What follows belongs to an exercise in optimizing a design on an open flow for small area, a short achievable clock period and few clock cycles; a production flow would make more cautious choices.
RTL that was checked went through simulation tests only; none was proved equivalent to the original.
For run 3, only the layout was checked, not whether the RTL still works.
In every run shown here, the design's own scripts or RTL, not TritonCTS, make the clock network.
The clock input has no modelled driver; a real chip could not lean on it and would need a root buffer or a full tree.
Power is estimated from default activity; no workload was simulated.

<file path="design/flow/flow/run.sh">
#!/bin/bash
# The standard ORFS layout (standard.sh: standard synthesis, floorplan,
# placement, CTS, routing) with a few settings of its steps changed:
#  - port buffers are plain buffers (buf_2) instead of the delay cells that
#    buffer_ports picks by itself,
#  - the clock tree is a balanced two-level tree of clkbuf_16 built by
#    flow/manual_cts.tcl (PRE_CTS_TCL) instead of TritonCTS,
#  - repair_timing aims at 7.25 ns of setup slack on the design's 10 ns clock
#    (the SDC is the standard flow's, unchanged).
# make's full output goes to standard.log; ORFS keeps each step's log under
# orfs/logs/.
set -euo pipefail
cat >> config.mk <<EOC
export BUFFER_PORTS_ARGS = -buffer_cell sky130_fd_sc_hd__buf_2
export PRE_CTS_TCL = $PWD/flow/manual_cts.tcl
export SETUP_SLACK_MARGIN = 7.25
EOC
bash standard.sh > standard.log 2>&1
</file>
<file path="design/flow/flow/manual_cts.tcl">
# Clock tree for this design, used in place of TritonCTS (sourced as
# PRE_CTS_TCL by ORFS's cts.tcl, it replaces the clock_tree_synthesis command).
#
# Two buffer levels, both balanced: the register clock pins are split into
# NB2 clusters of (nearly) equal size by k-means, each driven by one leaf
# buffer at the cluster's centre; the leaf buffers are split the same way
# into NB1 groups, each driven by one mid buffer that the clock port drives.
# The clock port thus drives NB1 (<= 4) buffer inputs.
# Two-level clock tree: port -> NB1 mid buffers -> NB2 leaf buffers -> register clock pins.
proc kmeans {pts nb iters} {
  # pts: list of {x y}; returns list of assignments and centres
  set n [llength $pts]
  set sorted [lsort -real -index 0 $pts]
  set cx {}; set cy {}
  for {set k 0} {$k < $nb} {incr k} {
    set s [lindex $sorted [expr {int(($k + 0.5) * $n / $nb)}]]
    lappend cx [lindex $s 0]; lappend cy [lindex $s 1]
  }
  for {set iter 0} {$iter < $iters} {incr iter} {
    set assign {}
    foreach s $pts {
      set best 0; set bd 1e30
      for {set k 0} {$k < $nb} {incr k} {
        set d [expr {hypot([lindex $s 0]-[lindex $cx $k], [lindex $s 1]-[lindex $cy $k])}]
        if {$d < $bd} {set bd $d; set best $k}
      }
      lappend assign $best
    }
    set sx [lrepeat $nb 0.0]; set sy [lrepeat $nb 0.0]; set cnt [lrepeat $nb 0]
    foreach s $pts a $assign {
      lset sx $a [expr {[lindex $sx $a] + [lindex $s 0]}]
      lset sy $a [expr {[lindex $sy $a] + [lindex $s 1]}]
      lset cnt $a [expr {[lindex $cnt $a] + 1}]
    }
    for {set k 0} {$k < $nb} {incr k} {
      if {[lindex $cnt $k] > 0} {
        lset cx $k [expr {[lindex $sx $k] / [lindex $cnt $k]}]
        lset cy $k [expr {[lindex $sy $k] / [lindex $cnt $k]}]
      }
    }
  }
  return [list $assign $cx $cy $cnt]
}


proc balance {pts nb la lcx lcy lcnt extra} {
  # rebalance: greedy capacity-limited assignment to the k-means centres,
  # then recentre, a few rounds
  set n [llength $pts]
  set cap [expr {($n + $nb - 1) / $nb + $extra}]
  for {set round 0} {$round < 6} {incr round} {
    set triples {}
    set i 0
    foreach s $pts {
      for {set k 0} {$k < $nb} {incr k} {
        lappend triples [list [expr {hypot([lindex $s 0]-[lindex $lcx $k], [lindex $s 1]-[lindex $lcy $k])}] $i $k]
      }
      incr i
    }
    set la [lrepeat $n -1]
    set lcnt [lrepeat $nb 0]
    foreach t [lsort -real -index 0 $triples] {
      lassign $t d i k
      if {[lindex $la $i] >= 0 || [lindex $lcnt $k] >= $cap} continue
      lset la $i $k
      lset lcnt $k [expr {[lindex $lcnt $k] + 1}]
    }
    set sx [lrepeat $nb 0.0]; set sy [lrepeat $nb 0.0]
    foreach s $pts a $la {
      lset sx $a [expr {[lindex $sx $a] + [lindex $s 0]}]
      lset sy $a [expr {[lindex $sy $a] + [lindex $s 1]}]
    }
    for {set k 0} {$k < $nb} {incr k} {
      if {[lindex $lcnt $k] > 0} {
        lset lcx $k [expr {[lindex $sx $k] / [lindex $lcnt $k]}]
        lset lcy $k [expr {[lindex $sy $k] / [lindex $lcnt $k]}]
      }
    }
  }
  return [list $la $lcx $lcy $lcnt]
}

proc add_buf {block master name in_net cx cy} {
  set inst [odb::dbInst_create $block $master $name]
  set net [odb::dbNet_create $block "${name}_net"]
  $net setSigType CLOCK
  [$inst findITerm A] connect $in_net
  [$inst findITerm X] connect $net
  $inst setLocation [expr {int($cx)}] [expr {int($cy)}]
  $inst setPlacementStatus PLACED
  return $net
}

proc manual_cts2 {nb1 nb2 midbuf leafbuf} {
  set db [ord::get_db]
  set block [ord::get_db_block]
  set clk_net [$block findNet clk]
  $clk_net setSigType CLOCK
  set sinks {}; set pts {}
  foreach it [$clk_net getITerms] {
    set bb [[$it getInst] getBBox]
    lappend sinks $it
    lappend pts [list [expr {([$bb xMin]+[$bb xMax])/2.0}] [expr {([$bb yMin]+[$bb yMax])/2.0}]]
  }
  lassign [kmeans $pts $nb2 60] la lcx lcy lcnt
  lassign [balance $pts $nb2 $la $lcx $lcy $lcnt 1] la lcx lcy lcnt
  puts "manual_cts2: leaf cluster sizes $lcnt"
  set lpts {}
  for {set k 0} {$k < $nb2} {incr k} { lappend lpts [list [lindex $lcx $k] [lindex $lcy $k]] }
  lassign [kmeans $lpts $nb1 60] ma mcx mcy mcnt
  lassign [balance $lpts $nb1 $ma $mcx $mcy $mcnt 0] ma mcx mcy mcnt
  puts "manual_cts2: mid cluster sizes $mcnt"
  set mm [$db findMaster $midbuf]
  set lm [$db findMaster $leafbuf]
  for {set m 0} {$m < $nb1} {incr m} {
    set mnet($m) [add_buf $block $mm "clkbuf_mid_$m" $clk_net [lindex $mcx $m] [lindex $mcy $m]]
  }
  for {set k 0} {$k < $nb2} {incr k} {
    set lnet($k) [add_buf $block $lm "clkbuf_leaf_$k" $mnet([lindex $ma $k]) [lindex $lcx $k] [lindex $lcy $k]]
  }
  foreach it $sinks a $la {
    $it disconnect
    $it connect $lnet($a)
  }
}

set ::mcts_nb1 4
set ::mcts_nb2 12
rename clock_tree_synthesis __tritoncts_clock_tree_synthesis
proc clock_tree_synthesis {args} {
  manual_cts2 $::mcts_nb1 $::mcts_nb2 sky130_fd_sc_hd__buf_12 sky130_fd_sc_hd__buf_16
}
</file>
<file path="design/flow/standard.sh">
#!/bin/bash
# synth_recipe.tcl (not shown) runs the flow's synth.tcl, then flattens the netlist and writes it again
# the make line also repeats each setting of config.mk as NAME=value (left out here)
make -C /OpenROAD-flow-scripts/flow DESIGN_CONFIG=/design/flow/config.mk WORK_HOME=/design/flow/orfs CLKGATE_MAP_FILE= SYNTH_SCRIPT=/design/flow/synth_recipe.tcl "${@:-finish}"
</file>
<file path="design/flow/config.mk">
export PLATFORM = sky130hd
export DESIGN_NAME = zre_rot
export DESIGN_NICKNAME = zre_rot
export VERILOG_FILES = /design/flow/design.v
export SDC_FILE = /design/flow/constraint.sdc
export NUM_CORES = 4
export LEC_CHECK = 0
export CAP_MARGIN = 5
export CORE_MARGIN = 2
export CORE_UTILIZATION = 65
export PLACE_DENSITY = 0.75
export SLEW_MARGIN = 5
export SYNTH_MEMORY_MAX_BITS = 4096
export BUFFER_PORTS_ARGS = -buffer_cell sky130_fd_sc_hd__buf_2
export PRE_CTS_TCL = /design/flow/flow/manual_cts.tcl
export SETUP_SLACK_MARGIN = 7.25
</file>
<file path="design/flow/constraint.sdc">
create_clock -name core_clock -period 10.0 [get_ports {clk}]
set_input_delay 2.0000 -clock core_clock [delete_from_list [all_inputs] [get_ports {clk}]]
set_output_delay 2.0000 -clock core_clock [all_outputs]
set_load 0.01 [all_outputs]
</file>
<file path="design/flow/design.v">
module zre_rot (
    input  wire       clk,
    input  wire       rst,
    input  wire       start,
    input  wire [1:0] mode,
    input  wire [4:0] width,      
    input  wire [4:0] height,     
    input  wire       pix_valid,
    input  wire       pix,
    output reg        out_valid,
    output reg  [7:0] out_byte,
    output reg        out_last
);
    reg [1:0]  cfg_mode;
    reg [3:0]  wm1, hm1;           
    reg        busy;               
    reg        in_act;             
    reg [3:0]  ic;                 
    reg [3:0]  oc;                 
    reg        m0_pend;            
    reg        k;                  
    reg        s2;                 
    reg [15:0] col [0:15];
    reg        pv, px;
    reg        fresh;
    always @(posedge clk) begin
        pv    <= pix_valid;
        px    <= pix;
        fresh <= start & ~busy;
    end
    wire m_none = (cfg_mode == 2'd0);
    wire m_cw   = (cfg_mode == 2'd1);
    wire m_180  = (cfg_mode == 2'd3);
    wire transp = cfg_mode[0] ^ cfg_mode[1];
    wire in_done = busy & ~in_act;
    wire [3:0] owm1 = transp ? hm1 : wm1;         
    wire [3:0] ohm1 = transp ? wm1 : hm1;         
    wire [3:0] icz = ic ^ {4{m_180}};
    wire [3:0] ic_step = ic ^ {&icz[2:0], &icz[1:0], icz[0], 1'b1};
    wire [3:0] ocz = oc ^ {4{m_cw}};
    wire [3:0] oc_step = oc ^ {&ocz[2:0], &ocz[1:0], ocz[0], 1'b1};
    wire [3:0] w_m1 = width[3:0] ^ {~|width[2:0], ~|width[1:0], ~width[0], 1'b1};
    wire [3:0] h_m1 = height[3:0] ^ {~|height[2:0], ~|height[1:0], ~height[0], 1'b1};
    wire we      = pv & in_act;
    wire row_end = m_180 ? (ic == 4'd0) : (ic == wm1);
    wire last_y  = m_cw ? (oc == 4'd0) : (oc == hm1);
    wire [3:0] wc = transp ? oc : ic;
    integer i;
    always @(posedge clk) begin
        for (i = 0; i < 16; i = i + 1)
            if (we && wc == i[3:0])
                col[i] <= {col[i][14:0], px};
    end
    wire ready    = m_none ? m0_pend : in_done;
    wire emit     = busy & ready;
    wire [3:0] p  = oc & {4{~m_none}};            
    wire row_last = m_cw ? (oc == 4'd0) : (oc == ohm1);
    wire k_end    = (k == s2);
    wire last_b   = m_none ? in_done : (k_end & row_last);
    reg [7:0] rd;
    integer b;
    always @(*) begin
        for (b = 0; b < 8; b = b + 1) begin
            rd[7 - b] = k ? col[8 + b][p] : col[b][p];
            if (!((~k & owm1[3]) | (b[2:0] <= owm1[2:0])))
                rd[7 - b] = 1'b0;
        end
    end
    always @(posedge clk) begin
        if (rst) begin
            busy      <= 1'b0;
            in_act    <= 1'b0;
            m0_pend   <= 1'b0;
            out_valid <= 1'b0;
        end else begin
            out_valid <= emit;
            m0_pend   <= we & m_none & ((ic[2:0] == 3'd7) | row_end);
            if (!busy) begin
                busy   <= start;
                in_act <= start;
            end else begin
                if (we && row_end && last_y) in_act <= 1'b0;
                if (emit && last_b) busy <= 1'b0;
            end
        end
    end
    always @(posedge clk) begin
        out_byte <= rd;
        out_last <= last_b;
        if (!busy) begin
            cfg_mode <= mode;
            wm1      <= w_m1;
            hm1      <= h_m1;
            k        <= 1'b0;
        end else if (fresh) begin
            ic       <= m_180 ? wm1 : 4'd0;
            oc       <= m_cw ? hm1 : 4'd0;
            s2       <= transp ? hm1[3] : wm1[3];
        end else begin
            if (we) begin
                ic <= row_end ? (m_180 ? wm1 : 4'd0) : ic_step;
                if (row_end)
                    oc <= last_y ? (m_cw ? wm1 : 4'd0) : oc_step;
                if (m_none) k <= ic[3];
            end
            if (emit && !m_none) begin
                k <= ~k & s2;
                if (k_end)
                    oc <= oc_step;
            end
        end
    end
endmodule
</file>
==> run summary, run 1 <==
STA:
- The fmax is approximately 370 MHz.
- Dividing the final minimum period by the clock period gives 27.23%.
- The number of pins with negative max-slew slack in the final report was 0.
- The total setup violations reported at the end of the flow is 0.
- The worst pin sits at a relative slew slack of roughly 27%.
- The final count of hold timing violations was 0.
- Setup slack closes at 7277 ps.
- The shortest period the worst path allows is 2723 ps.
- Setup repair after global routing could not meet its margin everywhere.
- Clock skew on the completed layout was measured at approximately 17 ps.
- For the final routed database, the setup TNS stands at 0 ps.
- At the pin with the least slew margin, the transition time is roughly 1100 ps.

Global route:
- Entering global routing, the biggest net connects between 40 and 50 pins.
- The number of antenna violations at the first check in global routing is 0.
- Summed over all layers, the global routing overflow is 0.
- The wire length of the first global-routing pass is approximately 35,000 um.
- In the global route stage, overall resource usage came out at a little under a quarter.
- The via count of the first global-routing pass is about 6.2k.

Synth:
- In this run, synthesis produced a sequential element count of 292.
- In the synthesized netlist, the cells that appear most often are sky130_fd_sc_hd__edfxtp_1 (275), sky130_fd_sc_hd__mux4_2 (52), sky130_fd_sc_hd__nor2_1 (36), sky130_fd_sc_hd__nand2_1 (31), sky130_fd_sc_hd__inv_1 (20).
- Among all flip-flop cells after synthesis, the most frequent one is sky130_fd_sc_hd__edfxtp_1.
- A synthesized cell averages about 18 sq um.
- The share of the Yosys chip area taken by registers is between 70 and 80%.
- For this run, asynchronously set or reset flops after synthesis account for 0%.
- In the post-synthesis netlist, the cell with the most instances is sky130_fd_sc_hd__edfxtp_1.
- Of the post-synthesis cell area, the dominant cell type holds between 60% and 70%.
- The total nets after synthesis is about 700.
- The area of the mapped netlist is around 12,000 sq um.
- In the post-synthesis netlist, the biggest area contributors are sky130_fd_sc_hd__edfxtp_1 (68%), sky130_fd_sc_hd__mux4_2 (9.6%), sky130_fd_sc_hd__dfxtp_1 (2.8%).
- The number of flops mapped to enable cells by yosys is 275.
- The count of synthesis-stage warnings from yosys is 2.
- The library cell with the largest summed area after synthesis is sky130_fd_sc_hd__edfxtp_1.
- The cell count after synthesis is 679.
- The distinct cell type count of the synthesized netlist is 64.

Setup path:
- The maximum fanout encountered on the critical timing path is 1.
- The critical path buffer and inverter count is 1.
- The endpoint required time on the critical path is ~8000 ps.
- The worst register-to-register path has a setup slack of around 7300 ps.
- The worst setup path is launched from a flip-flop.
- In this design, the stage delay of the slowest critical-path cell is about 320 ps.
- Among all stages on the critical path, the largest delay is contributed by sky130_fd_sc_hd__dfxtp_2.
- The worst setup path is of the flip-flop to output pin kind.
- The data arrival time at the worst-slack endpoint is a little over 700 ps.
- Walking the worst path, the cells encountered are buf_2.
- STA classifies the critical path endpoint as an output pin.
- Broken down by cell family, the worst path's largest delay share belongs to flip-flops.

CTS:
- The clock transition time at the flip-flop clock pins of the worst setup and hold paths is roughly 90 ps.
- The clock latency on the worst-skew pair is roughly 270 ps.

Die:
- The floorplan step defined a die boundary enclosing just under 20,000 sq um.
- The boundary pin count is 27.
- The floorplan has between 40 and 50 rows.
- The die is 140.6 um wide.
- The starting utilization of the core area is roughly two thirds.
- The placeable core region is 18,150 sq um.
- In this run the vertical extent of the chip is 140.6 um.

Status:
- The flow ran to the end and the layout has no timing, DRC or antenna violations.

Routing:
- The ratio of routed vias to standard cells is 6.722.
- In the final routed layout, each cell accounts on average for approximately 23 um.
- Across all layers, the routed design uses just over 6k vias.
- The residual DRC count is 0.
- The first detailed-routing pass ran for 5 iterations.
- For this block, the routed nets add up to ~22,000 um of wire.
- The number of nets still failing antenna checks after routing is 0.
- The number of design-rule violations left by the first detailed-router iteration is between 500 and 600.

Final layout:
- The fill cell total of the finished layout is 1,146.
- The area added between synthesis and finish is 7.165%.
- The number of antenna cells inserted is 0.
- The ratio of cells with drive above 1 in the final layout is a little over a fifth.
- In the final design database the tool counted roughly 720 nets.

Power and ir drop:
- The largest vdd supply drop is roughly 0.00013 V.
- The power per standard cell area is 176.1 nW/um^2.
- The static power due to leakage is around 4.2 nW.

Placement:
- The pre-CTS setup slack is 6308 ps.
- In this run the tool buffered the top-level ports with 24 buffer cells.
- The congestion estimate from routability-driven global placement came to 0.8427.
- Once detailed placement completed, the half-perimeter wirelength came to between 10,000 and 15,000 um.

Hold path:
- The min-delay analysis places its worst path in the category flip-flop to flip-flop.

Job:
- The max-cap violation count is 0.
## routing by layer
| layer | up-vias | routed length, um | global-route usage, % |
|---|---|---|---|
| li1 | 2745 | - | - |
| met2 | 242 | 10270 | 35.25 |
| met5 | - | 0 | 0 |
| met3 | 42 | 1381 | 2.955 |
| met4 | 0 | 608 | 5.526 |
| met1 | 3189 | 9447 | 34.96 |
## power by group
part	internal [mW]	total (mW)	switching, mW	leakage (nW)
clock	0.331	0.675	0.344	0.190
sequential	1.35	1.37	0.0267	2.63
combinational	0.110	0.242	0.132	1.35
total	1.79	2.29	0.503	4.17
## final timing paths
| kind | cells past startpoint | to | startpoint |
|---|---|---|---|
| min reg2reg | 0 | col[12][13]$_DFFE_PP_ | col[12][12]$_DFFE_PP_ |
| min | 0 | col[12][13]$_DFFE_PP_ | col[12][12]$_DFFE_PP_ |
| max | 1 | out_byte[7] | out_byte[7]$_SDFF_PN0_ |
| max reg2reg | 6 | col[10][11]$_DFFE_PP_ | cfg_mode[0]$_DFFE_PN_ |
## cell families (layout without fill, tap and decap cells)
logic type	count (synthesis)	in the layout	synth area share (%)
flip-flops	292	292	70.85
AND/OR/NAND/NOR	139	140	5.887
multiplexers	86	86	14.15
AO/OA/AOI/OAI	76	76	4.330
buffers and inverters	59	75	2.588
XOR/XNOR	19	19	1.371
adder cells (fa/ha/maj)	8	8	0.8248
## area by class of cell
| class | count | area (sq um) | area share [%] |
|---|---|---|---|
| well taps | 229 | 286.5 | 2.203 |
| flip-flops and latches | 292 | 8602 | 66.14 |
| inverters | 21 | 86.33 | 0.6638 |
| plain buffers | 16 | 410.4 | 3.155 |
| multi-input cells | 329 | 3358 | 25.82 |
| repair buffers | 38 | 262.8 | 2.020 |
## state kept, by name, indices dropped and copies added (netlist names), 2 cells and up
register and cells:
cfg_mode 2, col 256, hm1 4, ic 4
oc 4, out_byte 8, wm1 4
## layout by cell type (no fill, tap or decap), types with 6 or more instances in the layout
master                     count
sky130_fd_sc_hd__dfxtp_1      14
sky130_fd_sc_hd__o21ai_0      14
sky130_fd_sc_hd__nand2_1      31
sky130_fd_sc_hd__mux4_2       52
sky130_fd_sc_hd__edfxtp_1    275
sky130_fd_sc_hd__mux2i_1      13
sky130_fd_sc_hd__o22ai_1       9
sky130_fd_sc_hd__nor2_1       27
sky130_fd_sc_hd__mux4_1       12
sky130_fd_sc_hd__a21oi_1      12
sky130_fd_sc_hd__buf_16       12
sky130_fd_sc_hd__buf_4        13
sky130_fd_sc_hd__nor3b_1       9
sky130_fd_sc_hd__o211ai_1      9
sky130_fd_sc_hd__mux2_2        9
sky130_fd_sc_hd__inv_1        14
sky130_fd_sc_hd__xor2_1        9
sky130_fd_sc_hd__buf_2        20
sky130_fd_sc_hd__xnor2_1      10
sky130_fd_sc_hd__nand3_1      15
sky130_fd_sc_hd__nor2_4        6
sky130_fd_sc_hd__nor3_1       13
## through the flow
step	total power, mW	instances	utilization (%)	hold WS [ps]	area, sq um
2_1_floorplan	1.570	679	-	417.2	12170
5_1_grt	2.370	925	71.67	456.8	13010
3_3_place_gp	1.626	906	68.56	422.3	12440
3_5_place_dp	1.632	906	68.56	427.0	12440
4_1_cts	2.206	925	71.53	430.4	12980
6_report	2.291	925	71.67	449.8	13010
## timing repair
action,in CTS,in global routing
gates cloned,1,0
hold buffers,0,0
pin swaps,6,0
resized for setup,31,7
setup endpoints to repair,156,87
setup buffers,2,0
Testbench counts, summed over its fixed seeds: cycles 94,156.
==> run 2: changes to the inputs <==
--- a/design/flow/flow/run.sh
+++ b/design/flow/flow/run.sh
@@ -5,7 +5,7 @@
 #    buffer_ports picks by itself,
 #  - the clock tree is a balanced two-level tree of clkbuf_16 built by
 #    flow/manual_cts.tcl (PRE_CTS_TCL) instead of TritonCTS,
-#  - repair_timing aims at 7.25 ns of setup slack on the design's 10 ns clock
+#  - repair_timing aims at 7.35 ns of setup slack on the design's 10 ns clock
 #    (the SDC is the standard flow's, unchanged).
 # make's full output goes to standard.log; ORFS keeps each step's log under
 # orfs/logs/.
@@ -13,6 +13,6 @@
 cat >> config.mk <<EOC
 export BUFFER_PORTS_ARGS = -buffer_cell sky130_fd_sc_hd__buf_2
 export PRE_CTS_TCL = $PWD/flow/manual_cts.tcl
-export SETUP_SLACK_MARGIN = 7.25
+export SETUP_SLACK_MARGIN = 7.35
 EOC
 bash standard.sh > standard.log 2>&1
--- a/design/flow/config.mk
+++ b/design/flow/config.mk
@@ -13,4 +13,4 @@
 export SYNTH_MEMORY_MAX_BITS = 4096
 export BUFFER_PORTS_ARGS = -buffer_cell sky130_fd_sc_hd__buf_2
 export PRE_CTS_TCL = /design/flow/flow/manual_cts.tcl
-export SETUP_SLACK_MARGIN = 7.25
+export SETUP_SLACK_MARGIN = 7.35
==> run 2 against run 1 <==
Effect of this change: still clean on timing, DRC and antenna; area after synthesis is the same; worst hold slack lost 17 ps; sequential share of layout area shrank 1.1 points; via count grew 1.3%; routed wire length grew 6.4%; global-route usage grew 0.37 points; combinational power grew 8.3%; final cell count grew 0.54%; cell area grew 1.7%; first-iteration DRC count grew 7.1%; sequential power is essentially flat; largest power group unchanged.
==> run summary, run 2 <==
Status:
- Run status: complete, no violations (unchanged).

Global route:
- The via count of the first global-routing pass is 6,164 (was 6,209).
- The number of antenna violations at the first check in global routing is 0 (unchanged).
- The overall overflow remaining after global route is 0 (unchanged).
- The largest net degree at the start of global routing came to 43 (was 47).
- The wire length of the first global-routing pass came to 35,480 um (was 35,290 um).
- The global-route usage over all layers came to 22.93% (was 22.56%).

Setup path:
- The endpoint required time on the critical path is 8000 ps (about the same).
- The maximum fanout encountered on the critical timing path came to 1 (unchanged).
- The gate family responsible for the most delay along the worst path is flip-flops (unchanged).
- The peak per-stage delay on the critical path came to 360 ps (was 320 ps).
- The cell count of the worst reg-to-reg path is 7 (was 6).
- The critical path buffer and inverter count is 1 (unchanged).
- Worst path cell trace: buf_6 (was buf_2).
- The element type at the critical path start is a flip-flop (unchanged).
- The standard cell with the maximum stage delay on the critical path is sky130_fd_sc_hd__dfxtp_2 (unchanged).
- The data arrival time at the worst-slack endpoint came to 740 ps (was 720 ps).
- The type of the setup path with the least slack is flip-flop to output pin (unchanged).
- The total number of cells along the worst setup path is 1 (unchanged).
- The endpoint kind of the worst setup timing path is an output pin (unchanged).

Die:
- The vertical die dimension was 140.6 um (unchanged).
- The placeable core region came to 18,150 sq um (unchanged).
- The die width is 140.6 um (unchanged).
- The boundary pin count was 27 (unchanged).
- The starting utilization of the core area is 66.88% (unchanged).
- The placement row count is 49 (unchanged).
- The floorplan die area was 19,780 sq um (unchanged).

Placement:
- The count of buffers from port buffering is 24 (unchanged).
- The total instance count after detailed placement was 904 (was 906).
- The pre-CTS setup slack is 6181 ps (was 6308 ps).
- The placer's final routability congestion estimate is 0.8586 (was 0.8427).
- The detailed-placement wirelength estimate is 14,410 um (was 14,000 um).

Routing:
- The ratio of routed vias to standard cells is 6.770 (was 6.722).
- The number of nets still failing antenna checks after routing is 0 (unchanged).
- The number of design-rule violations left by the first detailed-router iteration was 572 (was 534).
- The iteration count of the initial detailed-routing pass is 5 (unchanged).
- The detailed-route wire length is 23,090 um (was 21,700 um).
- The vias after detailed routing is 6,296 (was 6,218).
- The residual DRC count came to 0 (unchanged).
- The routed wire length per instance is 24.82 um (was 23.46 um).

Final layout:
- The fill cell total of the finished layout came to 1,101 (was 1,146).
- The number of antenna cells inserted is 0 (unchanged).
- The area added between synthesis and finish was 8.958% (was 7.165%).
- The final cell utilization of the core is 72.87% (was 71.67%).
- The final-stage net count is 728 (was 723).
- Registers with the most flip-flops: col (256), out_byte (8) (unchanged).
- The most common cell after layout, fill and taps aside is sky130_fd_sc_hd__edfxtp_1 (unchanged).
- The flip-flop count of the largest register after layout was 256 (unchanged).
- The ratio of cells with drive above 1 in the final layout is 23.54% (was 21.55%).
- Leading cell types in the layout, fill and taps excluded: sky130_fd_sc_hd__edfxtp_1 (275), sky130_fd_sc_hd__mux4_2 (52), sky130_fd_sc_hd__nand2_1 (31) (unchanged).
- The post-route non-filler standard cell count is 930 (was 925).
- The largest register by flop count is col (unchanged).

Synth:
- The distinct cell type count of the synthesized netlist is 64 (unchanged).
- The share of the synthesized area in the top cell type is 68.04% (unchanged).
- The library cell with the largest summed area after synthesis is sky130_fd_sc_hd__edfxtp_1 (unchanged).
- The area of the mapped netlist came to 12,140 sq um (unchanged).
- Ranking of synthesized cells by instance count: sky130_fd_sc_hd__edfxtp_1 (275), sky130_fd_sc_hd__mux4_2 (52), sky130_fd_sc_hd__nor2_1 (36), sky130_fd_sc_hd__nand2_1 (31), sky130_fd_sc_hd__inv_1 (20) (unchanged).
- The mean post-synth cell area is 17.87 sq um (unchanged).
- The most used standard cell by instance count after synthesis is sky130_fd_sc_hd__edfxtp_1 (unchanged).
- Cell types with the largest area share after synthesis: sky130_fd_sc_hd__edfxtp_1 (68%), sky130_fd_sc_hd__mux4_2 (9.6%), sky130_fd_sc_hd__dfxtp_1 (2.8%) (unchanged).
- The most frequently used flop master after synthesis is sky130_fd_sc_hd__edfxtp_1 (unchanged).
- The count of synthesis-stage warnings from yosys was 2 (unchanged).
- The total of flip-flops plus latches after synthesis is 292 (unchanged).
- The number of flops mapped to enable cells by yosys came to 275 (unchanged).
- The total nets after synthesis was 704 (unchanged).
- The async set-or-reset flop fraction in the synthesized netlist is 0% (unchanged).
- The part of the Yosys area used for sequential elements is 70.85% (unchanged).
- The cell count after synthesis is 679 (unchanged).

CTS:
- The clock transition time at the flip-flop clock pins of the worst setup and hold paths came to 90 ps (about the same).
- The clock latency on the worst-skew pair is 270 ps (about the same).

STA:
- The final count of hold timing violations is 0 (unchanged).
- The period utilization is 27.35% (was 27.23%).
- The slew at the pin closest to its max-slew limit is 880.7 ps (was 1086 ps).
- The least setup slack across all paths after layout is 7265 ps (was 7277 ps).
- The setup TNS is 0 ps (unchanged).
- The number of pins with negative max-slew slack in the final report is 0 (unchanged).
- The shortest period the worst path allows was 2735 ps (was 2723 ps).
- The fmax is 365.6 MHz (was 367.3 MHz).
- The normalized max-slew margin came to 40.66% (was 26.82%).
- The total setup violations reported at the end of the flow is 0 (unchanged).
- The worst clock skew on the final layout is 22.92 ps (was 16.87 ps).
- Setup repair after global routing missed its margin: true (unchanged).

Hold path:
- The worst hold path class is flip-flop to flip-flop (unchanged).
- The number of cells on the worst hold path is 0 (unchanged).

Power and ir drop:
- The power per standard cell area is 175.3 nW/um^2 (was 176.1 nW/um^2).
- The static power due to leakage is 4.240 nW (was 4.167 nW).
- The largest vdd supply drop is 0.0001537 V (was 0.0001340 V).

Job:
- The max-cap violation count is 0 (unchanged).
## run 2: cell families (layout without fill, tap and decap cells)
kind of cell | count (synthesis) | count (layout) | share of synthesized area (%)
AO/OA/AOI/OAI | 76 | 76 | 4.330
XOR/XNOR | 19 | 19 | 1.371
adder cells (fa/ha/maj) | 8 | 8 | 0.8248
buffers and inverters | 59 | 79 | 2.588
flip-flops | 292 | 292 | 70.85
multiplexers | 86 | 86 | 14.15
AND/OR/NAND/NOR | 139 | 141 | 5.887
## run 2: layout make-up
class                      count  area [sq um]  area share [%]
buffer                        16         410.4           3.103
timing repair buffer          42         384.1           2.905
sequential                   292          8607           65.09
tap                          229         286.5           2.167
multi-input combinational    330          3416           25.83
inverter                      21         120.1          0.9083
## run 2: final timing paths
check                    startpoint                     end  slack (ps)
min reg2reg     col[6][8]$_DFFE_PP_     col[6][9]$_DFFE_PP_         430
min             col[6][8]$_DFFE_PP_     col[6][9]$_DFFE_PP_         430
max reg2reg   cfg_mode[0]$_DFFE_PN_  out_byte[2]$_SDFF_PN0_        7420
max          out_byte[6]$_SDFF_PN0_             out_byte[6]        7260
## run 2: stage by stage
| step | instance area [sq um] | power, mW | hold WS (ps) |
|---|---|---|---|
| after CTS | 13040 | 2.212 | 426.0 |
| after floorplan | 12230 | 1.572 | 417.2 |
| final | 13220 | 2.318 | 432.6 |
| after detailed placement | 12490 | 1.636 | 426.0 |
| after global placement | 12490 | 1.630 | 423.7 |
| after global routing | 13220 | 2.391 | 433.4 |
## run 2: per-layer routing
metal | GRT usage, % | vias to the layer above | share of wire [%]
met5 | 0 | - | 0
li1 | - | 2763 | -
met2 | 36.71 | 248 | 49
met3 | 2.887 | 40 | 6.0
met1 | 34.69 | 3245 | 42
met4 | 5.789 | 0 | 2.7
## run 2: what timing repair did
item	in CTS	in global routing
resized for setup	34	23
cloned	2	1
endpoints found under the setup margin	161	213
hold endpoints to repair	0	0
hold buffers	0	0
setup buffers	2	5
pin swaps	4	1
## run 2: where the power goes
part,internal [mW],switching (mW)
Clock,0.331,0.348
Sequential,1.35,0.0293
Combinational,0.123,0.139
Total,1.80,0.516
==> run 3: changes to the inputs <==
==> design/flow/design.v (replaced) <==
module zre_rot (
    input  wire       clk,
    input  wire       rst,
    input  wire       start,
    input  wire [1:0] mode,
    input  wire [4:0] width,      
    input  wire [4:0] height,     
    input  wire       pix_valid,
    input  wire       pix,
    output reg        out_valid,
    output reg  [7:0] out_byte,
    output reg        out_last
);
    reg [1:0]  cfg_mode;
    reg [3:0]  wm1, hm1;           
    reg        busy;               
    reg        in_act;             
    reg [3:0]  wc, xb;
    reg        m0_pend;            
    reg        k;                  
    reg [3:0]  p;                  
    reg [4:0]  q;                  
    reg [15:0] col [0:15];
    reg        pv, px;
    reg        fresh;
    always @(posedge clk) begin
        pv    <= pix_valid;
        px    <= pix;
        fresh <= start & ~busy;
    end
    wire m_none = (cfg_mode == 2'd0);
    wire m_cw   = (cfg_mode == 2'd1);
    wire m_180  = (cfg_mode == 2'd3);
    wire transp = cfg_mode[0] ^ cfg_mode[1];
    wire in_done = busy & ~in_act;
    wire [3:0] owm1 = transp ? hm1 : wm1;         
    wire [3:0] ohm1 = transp ? wm1 : hm1;         
    reg        s2;                                 
    wire [3:0] wcz = wc ^ {4{cfg_mode[0]}};
    wire [3:0] wc_step = wc ^ {&wcz[2:0], &wcz[1:0], wcz[0], 1'b1};
    wire [3:0] xb_inc = xb ^ {&xb[2:0], &xb[1:0], xb[0], 1'b1};
    wire [3:0] pz = p ^ {4{m_cw}};
    wire [3:0] p_step = p ^ {&pz[2:0], &pz[1:0], pz[0], 1'b1};
    wire [4:0] q_inc = q ^ {&q[3:0], &q[2:0], &q[1:0], q[0], 1'b1};
    wire [4:0] q_dec = q ^ {~|q[3:0], ~|q[2:0], ~|q[1:0], ~q[0], 1'b1};
    wire [3:0] w_m1 = width[3:0] ^ {~|width[2:0], ~|width[1:0], ~width[0], 1'b1};
    wire [3:0] h_m1 = height[3:0] ^ {~|height[2:0], ~|height[1:0], ~height[0], 1'b1};
    wire we      = pv & in_act;
    wire wc_zero = (wc == 4'd0);
    wire row_end = transp ? (xb == wm1) : (m_180 ? wc_zero : (wc == wm1));
    wire last_y  = transp ? (m_cw ? wc_zero : (wc == hm1)) : (xb == hm1);
    integer i;
    always @(posedge clk) begin
        for (i = 0; i < 16; i = i + 1)
            if (we && wc == i[3:0])
                col[i] <= {col[i][14:0], px};
    end
    wire ready    = m_none ? m0_pend : (m_cw ? ~q[4] : in_done);
    wire emit     = busy & ready;
    wire row_last = m_cw ? (p == 4'd0) : (p == ohm1);
    wire k_end    = (k == s2);
    wire row_adv  = emit & ~m_none & k_end;
    wire last_b   = m_none ? in_done : (k_end & row_last);
    reg [7:0] rd;
    integer b;
    always @(*) begin
        for (b = 0; b < 8; b = b + 1) begin
            if (k)
                rd[7 - b] = col[8 + b][p];
            else if (b == 0)
                rd[7 - b] = col[0][m_cw ? q[3:0] : p];
            else
                rd[7 - b] = col[b][p];
            if (!((~k & owm1[3]) | (b[2:0] <= owm1[2:0])))
                rd[7 - b] = 1'b0;
        end
    end
    wire q_up = we & wc_zero;                      
    wire q_dn = busy & ~q[4] & k_end;              
    always @(posedge clk) begin
        if (rst) begin
            busy      <= 1'b0;
            in_act    <= 1'b0;
            m0_pend   <= 1'b0;
            out_valid <= 1'b0;
        end else begin
            out_valid <= emit;
            m0_pend   <= we & m_none & ((wc[2:0] == 3'd7) | row_end);
            if (!busy) begin
                busy   <= start;
                in_act <= start;
            end else begin
                if (we && row_end && last_y) in_act <= 1'b0;
                if (emit && last_b) busy <= 1'b0;
            end
        end
    end
    always @(posedge clk) begin
        out_byte <= rd;
        out_last <= last_b;
        if (!busy) begin
            cfg_mode <= mode;
            wm1      <= w_m1;
            hm1      <= h_m1;
            k        <= 1'b0;
            q        <= 5'h1f;
        end else if (fresh) begin
            wc       <= m_180 ? wm1 : (m_cw ? hm1 : 4'd0);
            xb       <= 4'd0;
            p        <= m_cw ? wm1 : 4'd0;
            s2       <= transp ? hm1[3] : wm1[3];
        end else begin
            if (we) begin
                if (transp ? row_end : 1'b1)
                    wc <= (!transp && row_end) ? (m_180 ? wm1 : 4'd0) : wc_step;
                if (transp ? 1'b1 : row_end)
                    xb <= (transp && row_end) ? 4'd0 : xb_inc;
                if (m_none) k <= wc[3];
            end
            if (emit && !m_none) begin
                k <= ~k & s2;
                if (k_end)
                    p <= p_step;
            end
            if (q_up && !q_dn)
                q <= q_inc;
            else if (q_dn && !q_up)
                q <= q_dec;
        end
    end
endmodule
--- a/design/flow/flow/run.sh
+++ b/design/flow/flow/run.sh
@@ -5,7 +5,7 @@
 #    buffer_ports picks by itself,
 #  - the clock tree is a balanced two-level tree of clkbuf_16 built by
 #    flow/manual_cts.tcl (PRE_CTS_TCL) instead of TritonCTS,
-#  - repair_timing aims at 7.35 ns of setup slack on the design's 10 ns clock
+#  - repair_timing aims at 7.25 ns of setup slack on the design's 10 ns clock
 #    (the SDC is the standard flow's, unchanged).
 # make's full output goes to standard.log; ORFS keeps each step's log under
 # orfs/logs/.
@@ -13,6 +13,6 @@
 cat >> config.mk <<EOC
 export BUFFER_PORTS_ARGS = -buffer_cell sky130_fd_sc_hd__buf_2
 export PRE_CTS_TCL = $PWD/flow/manual_cts.tcl
-export SETUP_SLACK_MARGIN = 7.35
+export SETUP_SLACK_MARGIN = 7.25
 EOC
 bash standard.sh > standard.log 2>&1
--- a/design/flow/flow/manual_cts.tcl
+++ b/design/flow/flow/manual_cts.tcl
@@ -128,5 +128,5 @@
 set ::mcts_nb2 12
 rename clock_tree_synthesis __tritoncts_clock_tree_synthesis
 proc clock_tree_synthesis {args} {
-  manual_cts2 $::mcts_nb1 $::mcts_nb2 sky130_fd_sc_hd__buf_12 sky130_fd_sc_hd__buf_16
+  manual_cts2 $::mcts_nb1 $::mcts_nb2 sky130_fd_sc_hd__clkbuf_16 sky130_fd_sc_hd__clkbuf_16
 }
--- a/design/flow/config.mk
+++ b/design/flow/config.mk
@@ -13,4 +13,4 @@
 export SYNTH_MEMORY_MAX_BITS = 4096
 export BUFFER_PORTS_ARGS = -buffer_cell sky130_fd_sc_hd__buf_2
 export PRE_CTS_TCL = /design/flow/flow/manual_cts.tcl
-export SETUP_SLACK_MARGIN = 7.35
+export SETUP_SLACK_MARGIN = 7.25
==> run 3 against run 2 <==
Effect of this change: sequential cell count is 9 higher; utilization shrank 1.2 points; critical path type unchanged; via count up 0.16%; routed wire length fell by 1.6%.
==> run summary, run 3 <==
Status:
- Run status: complete, no violations (unchanged).

Routing:
- The number of design-rule violations left by the first detailed-router iteration is 523 (was 572).
- The vias after detailed routing is 6,306 (was 6,296).
- The ratio of routed vias to standard cells is 6.624 (was 6.770).
- The number of nets still failing antenna checks after routing is 0 (unchanged).
- The routed wire length per instance is 23.86 um (was 24.82 um).
- The detailed-route wire length is 22,720 um (was 23,090 um).
- The residual DRC count came to 0 (unchanged).
- The iteration count of the initial detailed-routing pass is 5 (unchanged).

CTS:
- The clock latency on the worst-skew pair is 320 ps (was 270 ps).
- The count of hold-fix buffers inserted at cts is 0 (unchanged).
- The clock transition time at the flip-flop clock pins of the worst setup and hold paths was 110 ps (was 90 ps).

Setup path:
- The endpoint required time on the critical path is 8000 ps (about the same).
- The element type at the critical path start is a flip-flop (unchanged).
- The critical path buffer and inverter count is 1 (unchanged).
- The standard cell with the maximum stage delay on the critical path is sky130_fd_sc_hd__dfxtp_1 (was sky130_fd_sc_hd__dfxtp_2).
- The type of the setup path with the least slack is flip-flop to output pin (unchanged).
- The gate family responsible for the most delay along the worst path was flip-flops (unchanged).
- The endpoint kind of the worst setup timing path is an output pin (unchanged).
- The peak per-stage delay on the critical path is 330 ps (was 360 ps).
- The data arrival time at the worst-slack endpoint is 760 ps (was 740 ps).
- The maximum fanout encountered on the critical timing path came to 1 (unchanged).
- Worst path cell trace: buf_2 (was buf_6).

STA:
- The number of pins with negative max-slew slack in the final report is 0 (unchanged).
- The slew at the pin closest to its max-slew limit was 1203 ps (was 880.7 ps).
- The fmax is 362.6 MHz (was 365.6 MHz).
- The worst clock skew on the final layout came to 25.06 ps (was 22.92 ps).
- The setup TNS was 0 ps (unchanged).
- The normalized max-slew margin is 19.50% (was 40.66%).
- The worst hold slack is 441.7 ps (was 432.6 ps).
- Setup repair after global routing missed its margin: true (unchanged).
- The final count of hold timing violations came to 0 (unchanged).
- The shortest period the worst path allows is 2758 ps (was 2735 ps).
- The total setup violations reported at the end of the flow is 0 (unchanged).
- The period utilization is 27.58% (was 27.35%).

Synth:
- The most frequently used flop master after synthesis is sky130_fd_sc_hd__edfxtp_1 (unchanged).
- The number of flops mapped to enable cells by yosys is 279 (was 275).
- The most used standard cell by instance count after synthesis is sky130_fd_sc_hd__edfxtp_1 (unchanged).
- The part of the Yosys area used for sequential elements came to 71.06% (was 70.85%).
- The total of flip-flops plus latches after synthesis is 301 (was 292).
- The share of the synthesized area in the top cell type was 67.51% (was 68.04%).
- The total nets after synthesis was 720 (was 704).
- Cell types with the largest area share after synthesis: sky130_fd_sc_hd__edfxtp_1 (68%), sky130_fd_sc_hd__mux4_2 (13%), sky130_fd_sc_hd__dfxtp_1 (3.5%) (was sky130_fd_sc_hd__edfxtp_1 (68%), sky130_fd_sc_hd__mux4_2 (9.6%), sky130_fd_sc_hd__dfxtp_1 (2.8%)).
- The distinct cell type count of the synthesized netlist is 52 (was 64).
- The async set-or-reset flop fraction in the synthesized netlist was 0% (unchanged).
- The library cell with the largest summed area after synthesis is sky130_fd_sc_hd__edfxtp_1 (unchanged).
- Ranking of synthesized cells by instance count: sky130_fd_sc_hd__edfxtp_1 (279), sky130_fd_sc_hd__mux4_2 (70), sky130_fd_sc_hd__nor2_1 (32), sky130_fd_sc_hd__nand2_1 (28), sky130_fd_sc_hd__mux2i_1 (27) (was sky130_fd_sc_hd__edfxtp_1 (275), sky130_fd_sc_hd__mux4_2 (52), sky130_fd_sc_hd__nor2_1 (36), sky130_fd_sc_hd__nand2_1 (31), sky130_fd_sc_hd__inv_1 (20)).
- The cell count after synthesis is 692 (was 679).
- The area of the mapped netlist is 12,410 sq um (was 12,140 sq um).
- The count of synthesis-stage warnings from yosys is 2 (unchanged).
- The mean post-synth cell area came to 17.93 sq um (was 17.87 sq um).

Placement:
- The detailed-placement wirelength estimate is 13,720 um (was 14,410 um).
- The placer's final routability congestion estimate was 0.8251 (was 0.8586).
- The count of buffers from port buffering is 24 (unchanged).

Global route:
- The global-route track usage on met2 was 34.91% (was 36.71%).
- The global-route usage over all layers is 22.58% (was 22.93%).
- The via count of the first global-routing pass is 6,224 (was 6,164).
- The met3 layer usage reported by global route is 1.918% (was 2.887%).
- The routing layer with the top usage in global route is met1 (was met2).
- The global routing met1 resource utilization was 36.12% (was 34.69%).
- The wire length of the first global-routing pass came to 35,760 um (was 35,480 um).
- The overall overflow remaining after global route came to 0 (unchanged).
- The largest net degree at the start of global routing is 57 (was 43).
- The number of antenna violations at the first check in global routing is 0 (unchanged).

Final layout:
- The area added between synthesis and finish is 7.965% (was 8.958%).
- The largest register by flop count is col (unchanged).
- The number of antenna cells inserted is 0 (unchanged).
- The final-stage net count is 748 (was 728).
- The flip-flop count of the largest register after layout is 256 (unchanged).
- The most common cell after layout, fill and taps aside is sky130_fd_sc_hd__edfxtp_1 (unchanged).
- The ratio of cells with drive above 1 in the final layout is 23.12% (was 23.54%).
- Leading cell types in the layout, fill and taps excluded: sky130_fd_sc_hd__edfxtp_1 (279), sky130_fd_sc_hd__mux4_2 (70), sky130_fd_sc_hd__nor2_1 (31) (was sky130_fd_sc_hd__edfxtp_1 (275), sky130_fd_sc_hd__mux4_2 (52), sky130_fd_sc_hd__nand2_1 (31)).
- Registers with the most flip-flops: col (256), out_byte (8), q (5) (was col (256), out_byte (8)).

Die:
- The die width is 142.2 um (was 140.6 um).
- The vertical die dimension was 142.2 um (was 140.6 um).
- The floorplan die area is 20,210 sq um (was 19,780 sq um).
- The placeable core region was 18,710 sq um (was 18,150 sq um).
- The starting utilization of the core area is 66.34% (was 66.88%).
- The boundary pin count came to 27 (unchanged).
- The placement row count was 50 (was 49).

Power and ir drop:
- The largest vdd supply drop is 0.0001944 V (was 0.0001537 V).
- The power after layout is 2.238 mW (was 2.318 mW).
- The static power due to leakage is 4.353 nW (was 4.240 nW).
- The power per standard cell area came to 167.0 nW/um^2 (was 175.3 nW/um^2).

Hold path:
- The worst hold path class was flip-flop to flip-flop (unchanged).

Job:
- The max-cap violation count is 0 (unchanged).
run 3: area by class of cell:
cell class                 count  area (sq um)
fill                        1135          5308
multi-input combinational    327          3386
buffer                        16         400.4
sequential                   301          8826
timing repair buffer          51         400.4
tap                          234         292.8
inverter                      23         92.59
run 3: final timing paths:
check,to,cells after the start,slack (ps),startpoint
worst min register to register,col[15][14]$_DFFE_PP_,0,440,col[15][13]$_DFFE_PP_
worst min-delay path,col[15][14]$_DFFE_PP_,0,440,col[15][13]$_DFFE_PP_
worst max-delay path,out_byte[6],1,7240,out_byte[6]$_SDFF_PN0_
worst max register to register,out_byte[7]$_SDFF_PN0_,5,7390,cfg_mode[0]$_DFFE_PN_
run 3: through the flow:
step / util, % / setup WS [ps] / cells / instance area (sq um)
floorplan: - / 7247 / 692 / 12420
global placement: 68.34 / 6999 / 926 / 12780
detailed placement: 68.34 / 6939 / 926 / 12780
CTS: 71.11 / 7149 / 944 / 13300
global route: 71.63 / 7223 / 952 / 13400
finish: 71.63 / 7242 / 952 / 13400
run 3: power by group:
| part | switching [mW] | internal, mW | leakage [nW] |
|---|---|---|---|
| registers | 0.0269 | 1.38 | 2.71 |
| clock network | 0.343 | 0.289 | 0.197 |
| logic | 0.102 | 0.0960 | 1.45 |
run 3: logic make-up (layout without fill, tap and decap cells):
| group | count (synthesis) | after routing | share of synthesized area, % |
|---|---|---|---|
| buf+inv | 64 | 90 | 2.309 |
| compound gates | 67 | 67 | 3.519 |
| fa+ha+maj | 11 | 11 | 1.109 |
| mux | 100 | 100 | 15.17 |
| simple gates | 116 | 116 | 4.497 |
| xor+xnor | 33 | 33 | 2.329 |
| flops | 301 | 301 | 71.06 |
run 3: metal layers:
metal,routed length (um),vias up,part of all wire (%)
met5,0,-,0
met4,505,0,2.2
met3,1259,33,5.5
met2,10820,208,48
met1,10130,3288,45
li1,-,2777,-
run 3: repair_timing:
action                                  4_1_cts  5_1_grt
setup buffers                                 2        7
endpoints found under the setup margin       14       21
pin swaps                                     4        0
gates resized for setup                      20        9

[what the ideal ports hide]
No port has a modelled driver above. Below, the same layouts with a new extraction and two added sets of constraints. Step 1: set_driving_cell puts a clkbuf_16 on clk and a buf_2 on each other input, an assumption about the parent block. Step 2 also shifts input and output timing later by t, the mid clock arrival at the registers, as if the neighbouring blocks saw the same clock. a / b / c = ideal ports / drivers / drivers and shift; a / b = the first two.
| run | t, ns | setup slack, ns | worst hold slack (ns) | worst setup path at the end |
|---|---|---|---|---|
| run 1 | 0.364 | 7.277 / 7.177 / 7.178 | 0.450 / 0.450 / 0.450 | input to register |
| run 2 | 0.360 | 7.265 / 7.171 / 7.172 | 0.433 / 0.433 / 0.433 | input to register |
| run 3 | 0.400 | 7.242 / 7.145 / 7.149 | 0.442 / 0.442 / 0.442 | input to register |
After both steps every run listed still meets setup and hold. The setup slack of run 1, which loses most, moves by -0.100 ns with the drivers and by -0.099 ns with both steps.
